What follows belongs to an exercise in optimizing a design on an open flow for a short achievable clock period and few clock cycles; a production flow would make more cautious choices. In this exercise RTL edits were held to simulation tests only and were not proved equivalent to the original.

Design raster2d, start of the top module:
module raster2d (
    input  wire        clk,
    input  wire        rst,
    input  wire        host_valid,
    output wire        host_ready,
    input  wire [4:0]  host_slot,
    input  wire [3:0]  host_be,
    input  wire [31:0] host_data,
    input  wire [15:0] cfg_base,
    input  wire [15:0] cfg_pitch,
    output wire        mem_req,
    output wire        mem_we,
    output wire [15:0] mem_addr,
    output wire [7:0]  mem_wdata,
    input  wire        mem_ready,
    input  wire [7:0]  mem_rdata,
    output wire        idle
);
Size: about 2400 flip-flops, about 110 I/O pins, about 130000 um2 of cells after synthesis.
==> flow/config.mk <==
export PLATFORM = sky130hd
export DESIGN_NAME = raster2d
export DESIGN_NICKNAME = raster2d
export VERILOG_FILES = /design/flow/design.v
export SDC_FILE = /design/flow/constraint.sdc
export NUM_CORES = 4
export LEC_CHECK = 0
export ABC_CLOCK_PERIOD_IN_PS = 3500
export CAP_MARGIN = 30
export CORE_MARGIN = 2
export CORE_UTILIZATION = 40
export CTS_CLUSTER_DIAMETER = 90
export CTS_CLUSTER_SIZE = 25
export SLEW_MARGIN = 20
==> flow/constraint.sdc <==
create_clock -name core_clock -period 13.0 [get_ports {clk}]
set_input_delay 2.6000 -clock core_clock [delete_from_list [all_inputs] [get_ports {clk}]]
set_output_delay 2.6000 -clock core_clock [all_outputs]
set_load 0.01 [all_outputs]
standard.sh (not shown) runs the stock make flow with config.mk's settings and CLKGATE_MAP_FILE= SYNTH_SCRIPT=/design/flow/synth_recipe.tcl, a recipe that flattens the netlist after the stock synthesis.
==> flow/flow/run.sh <==
#!/bin/bash
# Standard synthesis and layout (the standard.sh), with the timing
# repair steps aiming at a shorter period than the clock's (setup margin).
set -euo pipefail
export SETUP_SLACK_MARGIN=9.4
bash standard.sh synth > synth.log 2>&1
bash standard.sh > layout.log 2>&1
The starting point went through all stages and came out clean.
Testbench counts at the start, summed over its fixed seeds: cycles 125,438.
==> next run, changes <==
--- a/flow/design.v
+++ b/flow/design.v
@@ -31,27 +31,26 @@
         pitch_nm  <= ~pitch_q;
         tile_span <= {pitch_q, 3'd0} - {3'd0, pitch_q} + 19'd7;
     end
     reg [40:0] q_mem [0:3];
     reg [1:0]  q_rd, q_wr;
     reg [2:0]  q_cnt;
     reg        hr_q;           
-    reg        hrn_q;          
     assign host_ready = hr_q;
     reg        fh_v;           
     reg [15:0] fh_oh;          
     reg [3:0]  fh_be;
     reg [31:0] fh_data;
     reg        fh_trig;        
     wire       fe_pop;         
     wire       fh_load = !fh_v || fe_pop;
     wire       q_ne    = (q_cnt != 3'd0);
     wire       q_deq   = fh_load && q_ne;
     wire       h_bypass = fh_load && !q_ne;                  
-    wire       q_push  = host_valid && !hrn_q && !h_bypass;
+    wire       q_push  = host_valid && hr_q && !h_bypass;
     wire [2:0] q_cnt_nx = q_cnt + (q_push ? 3'd1 : 3'd0) - (q_deq ? 3'd1 : 3'd0);
     wire [40:0] q_out  = q_mem[q_rd];
     wire [40:0] f_src  = q_ne ? q_out : {host_slot, host_be, host_data};
     wire [4:0]  f_slot = f_src[40:36];
     always @(posedge clk) begin
         if (q_push)
             q_mem[q_wr] <= {host_slot, host_be, host_data};
@@ -64,22 +63,20 @@
     end
     always @(posedge clk) begin
         if (rst) begin
             q_rd  <= 2'd0;
             q_wr  <= 2'd0;
             q_cnt <= 3'd0;
             hr_q  <= 1'b1;
-            hrn_q <= 1'b0;
             fh_v  <= 1'b0;
         end else begin
             if (q_push) q_wr <= q_wr + 2'd1;
             if (q_deq)  q_rd <= q_rd + 2'd1;
             q_cnt <= q_cnt_nx;
             hr_q  <= !q_cnt_nx[2];
-            hrn_q <= q_cnt_nx[2];
             if (fh_load) fh_v <= q_ne || host_valid;
         end
     end
     reg [15:0] cur_x, cur_y, dest_x, dest_y, err_term, maj_cnt, cmd;
     reg [7:0]  bkgd_color, frgd_color, wrt_mask, rd_mask, color_cmp;
     reg [7:0]  bkgd_mix, frgd_mix;
     reg [11:0] mf_height;
@@ -417,15 +414,14 @@
     wire [8:0]  pv_r  = pixval(r_par, r_sv, rd_q);
     reg  [7:0]  w_val [0:3];
     reg  [3:0]  w_skp;
     wire        h_rdy = |(hp & w_v & ~w_ws & ~w_wd & ~w_pend);
     wire        h_skp = |(hp & w_skp);
     wire [7:0]  h_val = sel8(hp, w_val[0], w_val[1], w_val[2], w_val[3]);
     reg        o_v, o_we, o_fs, o_fd, o_pl;
-    reg        on_v;       
     reg        on_we;
     reg [15:0] on_addr;
     reg [7:0]  on_wd;
     reg [5:0]  o_tix;
     reg [15:0] o_addr;
     reg [7:0]  o_wd;
     reg [3:0]  o_oh;
@@ -453,38 +449,35 @@
     wire [15:0] h_dst  = sel16(hp, w_dst[0], w_dst[1], w_dst[2], w_dst[3]);
     wire [15:0] r_dst  = sel16(rp, w_dst[0], w_dst[1], w_dst[2], w_dst[3]);
     wire [15:0] r_src  = sel16(rp, w_src[0], w_src[1], w_src[2], w_src[3]);
     wire [15:0] n_addr = do_wr ? h_dst : do_pl ? gs : (r_is ? r_src : r_dst);
     wire [7:0]  n_wd   = h_val;
     wire        n_fs   = r_is || r_fb;
     wire        n_fd   = !r_is;
-    wire pop    = !on_v && mem_ready;
-    wire o_load = on_v || pop;
+    wire pop    = o_v && mem_ready;
+    wire o_load = !o_v || pop;
     assign mem_req   = o_v;
     assign mem_we    = o_we;
     assign mem_addr  = o_addr;
     assign mem_wdata = o_wd;
     always @(posedge clk) begin
         if (rst) begin
             o_v <= 1'b0;
-            on_v <= 1'b1;
             s_v <= 1'b0;
             rt1_v <= 1'b0;
             rt_v <= 1'b0;
         end else begin
-            rt1_v <= pop && on_we;
+            rt1_v <= pop && !o_we;
             rt_v  <= rt1_v;
             if (o_load) begin
                 if (s_v) begin
                     o_v <= 1'b1;
-                    on_v <= 1'b0;
                     s_v <= 1'b0;
                 end else begin
                     o_v <= n_v;
-                    on_v <= !n_v;
                 end
             end else if (n_v) begin
                 s_v <= 1'b1;
             end
         end
         rt1_oh  <= o_oh;
         rt1_fs  <= o_fs;
@@ -849,12 +842,12 @@
                 end
             end
         end
     end
     reg idle_q;
     always @(posedge clk) begin
         if (rst) idle_q <= 1'b0;
-        else     idle_q <= !fh_v && !q_ne && !e_run && !e_pre && w_empty && on_v && !s_v &&
-                           !(host_valid && !hrn_q);
+        else     idle_q <= !fh_v && !q_ne && !e_run && !e_pre && w_empty && !o_v && !s_v &&
+                           !(host_valid && host_ready);
     end
     assign idle = idle_q;
 endmodule
Outcome: The new run finished clean; fmax is lower by 1.7%; utilization is higher by 0.13 points; worst hold slack gets better by 0.0076 ns; non-clock buffer count is higher by 94; cell area stays flat; via count is about the same; cell count is higher by 0.42%; wire length stays flat; global-route usage is lower by 0.40 points.
Testbench counts after the change, summed over its fixed seeds: cycles 125,438.

==> static timing again, ports no longer ideal <==
The results above use ideal ports. As a check the final layouts listed here were re-extracted and re-timed, cells and wires unchanged. Step 1 sets driving cells, clkbuf_16 on the clock port and buf_2 on the other inputs (assumed; they add their load-dependent delay and slew). Step 2, shift: input delay + t, output delay - t, t = (earliest + latest rising clock arrival at the registers) / 2. This alone moves slack from input paths to output paths. Three values: no drivers, after step 1, after step 2; two values: the first two.
run	t, ns	setup WS [ns]	worst setup path after step 2	slew at the worst register clock pin (ns)	worst slew at a driven data input, ns
the first run	0.977	8.961 / 8.858 / 8.559	input to register	0.11 / 0.11	0.07
the second run	0.970	8.890 / 8.876 / 8.476	input to register	0.11 / 0.11	0.11
After both steps every run listed still meets setup and hold. For the second run, which loses most, drivers alone change the setup slack by -0.014 ns; drivers and shift together by -0.414 ns.
